From an optimization exercise on the open Yosys and OpenROAD flow, aimed at small area, a short achievable clock period and few clock cycles; shortcuts taken in it are not production practice.
In this exercise RTL edits were held to simulation tests only and were not proved equivalent to the original.
Power is estimated from default activity; no workload was simulated.

==> flow/design.v (excerpt) <==
module lz77_compressor (
    input  wire        clk,
    input  wire        rst,        
    input  wire        wr_en,
    input  wire [6:0]  wr_addr,
    input  wire [7:0]  wr_data,
    input  wire [7:0]  in_len,     
    input  wire [15:0] lz_w,       
    input  wire [7:0]  lz_min,     
    input  wire [7:0]  lz_max,     
    input  wire        start,
    output wire        idle,
    output wire        out_valid,
    input  wire        out_ready,
    output wire [7:0]  out_data,
    output reg         done,
    output reg         err,
    output reg  [2:0]  pad
);
Settings: LEC_CHECK=0, CAP_MARGIN=30, CORE_MARGIN=2, CORE_UTILIZATION=55, CTS_CLUSTER_DIAMETER=80, CTS_CLUSTER_SIZE=20, SLEW_MARGIN=20; clock period 10.0 ns.
standard.sh (not shown) runs the stock make flow with config.mk's settings and CLKGATE_MAP_FILE= SYNTH_SCRIPT=/design/flow/synth_recipe.tcl, a recipe that flattens the netlist after the stock synthesis.
==> flow/flow/run.sh <==
#!/bin/bash
# The standard layout, with timing repair aimed at a 3.3 ns period
# (setup margin 6.7 ns against the 10 ns clock). make's output goes to
# flow_make.log here; each tool's own log is under orfs/logs/.
set -euo pipefail
bash standard.sh SETUP_SLACK_MARGIN=6.7 finish > flow_make.log 2>&1
The first run ran to the end with no violations.
Testbench counts at the start, summed over its fixed seeds: cycles 22,611.
Next try:
==> flow/flow/run.sh (replaced) <==
#!/bin/bash
# The standard layout, with timing repair aimed at a 3.5 ns period
# (setup margin 6.5 ns against the 10 ns clock). make's output goes to
# flow_make.log here; each tool's own log is under orfs/logs/.
set -euo pipefail
bash standard.sh SETUP_SLACK_MARGIN=6.5 finish > flow_make.log 2>&1
--- a/flow/config.mk
+++ b/flow/config.mk
@@ -10 +10 @@
-export CORE_UTILIZATION = 55
+export CORE_UTILIZATION = 65
What happened: Cell area came out lower by 3.6%; power goes down by 7.2%; critical path depth went down by 5; worst setup slack degrades by 0.21 ns; maximum frequency is lower by 5.6%; sequential share of layout area rose by 1.8 points; via count hardly moves; final cell count fell by 4.9%; synthesized cell count does not change; non-clock buffer count is lower by 84; wire length fell by 7.0%.
Next try:
--- a/flow/config.mk
+++ b/flow/config.mk
@@ -10 +10 @@
-export CORE_UTILIZATION = 65
+export CORE_UTILIZATION = 55
Effect:
- die area rises by 18%
- clock-buffer cell count went down by 1
- design area rises by 0.85%
- sequential share of layout area goes down by 0.43 points
Next try:
--- a/flow/config.mk
+++ b/flow/config.mk
@@ -10 +10 @@
-export CORE_UTILIZATION = 55
+export CORE_UTILIZATION = 60
After rerunning:
- maximum frequency falls by a few percent
- via count hardly moves
- combinational power is about the same
- sequential power is about the same
- cell count went down by a few percent
- design area shrinks slightly
- clock skew decreases by 0.012 ns
- worst setup slack is worse by 0.14 ns
- critical path depth is lower by 2
- synthesized cell count is unchanged
- core utilization is higher by 5.0 points
Next try:
--- a/flow/config.mk
+++ b/flow/config.mk
@@ -10 +10 @@
-export CORE_UTILIZATION = 60
+export CORE_UTILIZATION = 55
@@ -12 +12 @@
-export CTS_CLUSTER_SIZE = 20
+export CTS_CLUSTER_SIZE = 25
Combinational power hardly moves; core utilization went down by 5.2 points; total power came out higher by 0.97%; area after synthesis is unchanged; non-clock buffer count increases by 6; sequential share of layout area falls by 0.29 points; clock skew is lower by 0.011 ns; first-iteration DRC count went down by about 10%; worst setup slack improved by 0.14 ns; register-to-register slack gains 0.14 ns; global-route usage shrinks by 2.7 points.

Another version of the RTL of lz77_compressor (not shown whole).
For scale: roughly 1500 flip-flops, ~80000 um^2 of cells after synthesis.
export LEC_CHECK = 0
export CAP_MARGIN = 20
export CORE_MARGIN = 2
export CORE_UTILIZATION = 40
export SETUP_SLACK_MARGIN = 5
export SLEW_MARGIN = 20
create_clock -name core_clock -period 10.0 [get_ports {clk}]
run.sh (not shown) runs the stock make flow with config.mk's settings and CLKGATE_MAP_FILE= SYNTH_SCRIPT=/design/flow/synth_recipe.tcl, a recipe that flattens the netlist after the stock synthesis.
Stock flow here: none of the scripts above is used.
Testbench counts at the start, summed over its fixed seeds: cycles 22,719.
Rerun with:
==> flow/flow/run.sh (new file) <==
#!/bin/bash
# The standard layout, with timing repair aimed at a 3.5 ns period
# (setup margin 6.5 ns against the 10 ns clock). make's output goes to
# flow_make.log here; each tool's own log is under orfs/logs/.
set -euo pipefail
bash standard.sh SETUP_SLACK_MARGIN=6.5 finish > flow_make.log 2>&1
==> flow/standard.sh (new file) <==
#!/bin/bash
# synth_recipe.tcl (not shown) runs the flow's synth.tcl, then flattens the netlist and writes it again
# the make line also repeats each setting of config.mk as NAME=value (left out here)
make -C /OpenROAD-flow-scripts/flow DESIGN_CONFIG=/design/flow/config.mk WORK_HOME=/design/flow/orfs CLKGATE_MAP_FILE= SYNTH_SCRIPT=/design/flow/synth_recipe.tcl "${@:-finish}"
Settings changed: SETUP_SLACK_MARGIN 5 to default.
removed: flow/run.sh
- total power came out higher by 15%
- die area is unchanged
- clock power hardly moves
- global-route usage went up by 2.4 points
- worst setup slack gets better by 0.81 ns

[afterwards: timing with drivers on the ports]
The flow's constraints put no driver on any port. The routed layouts listed below were extracted and timed again, unchanged, in two steps.
Step 1: set_driving_cell puts a clkbuf_16 on clk and a buf_2 on each other input, an assumption about the parent block.
Step 2 also shifts input and output timing later by t, the mid clock arrival at the registers, as if the neighbouring blocks saw the same clock.
Three values: ideal, step 1, step 2; two values: the first two.
| run | t, ns | setup WS [ns] | worst setup path at the end |
|---|---|---|---|
| the first run of note 1 | 0.855 | 6.355 / 6.355 / 5.844 | input to register |
| the second run of note 1 | 0.833 | 6.141 / 6.141 / 5.696 | input to register |
| the third run of note 1 | 0.842 | 6.425 / 6.425 / 5.772 | input to register |
| the fourth run of note 1 | 0.824 | 6.281 / 6.281 / 5.788 | input to register |
| the fifth run of note 1 | 0.836 | 6.422 / 6.422 / 5.739 | input to register |
| the first run of note 2 | 0.924 | 5.102 / 5.102 / 5.102 | register to register |
| the second run of note 2 | 0.922 | 5.911 / 5.911 / 5.782 | input to register |
After both steps every run listed still meets setup and hold. For the fifth run of note 1, which loses most, drivers alone change the setup slack by 0.000 ns; drivers and shift together by -0.683 ns.
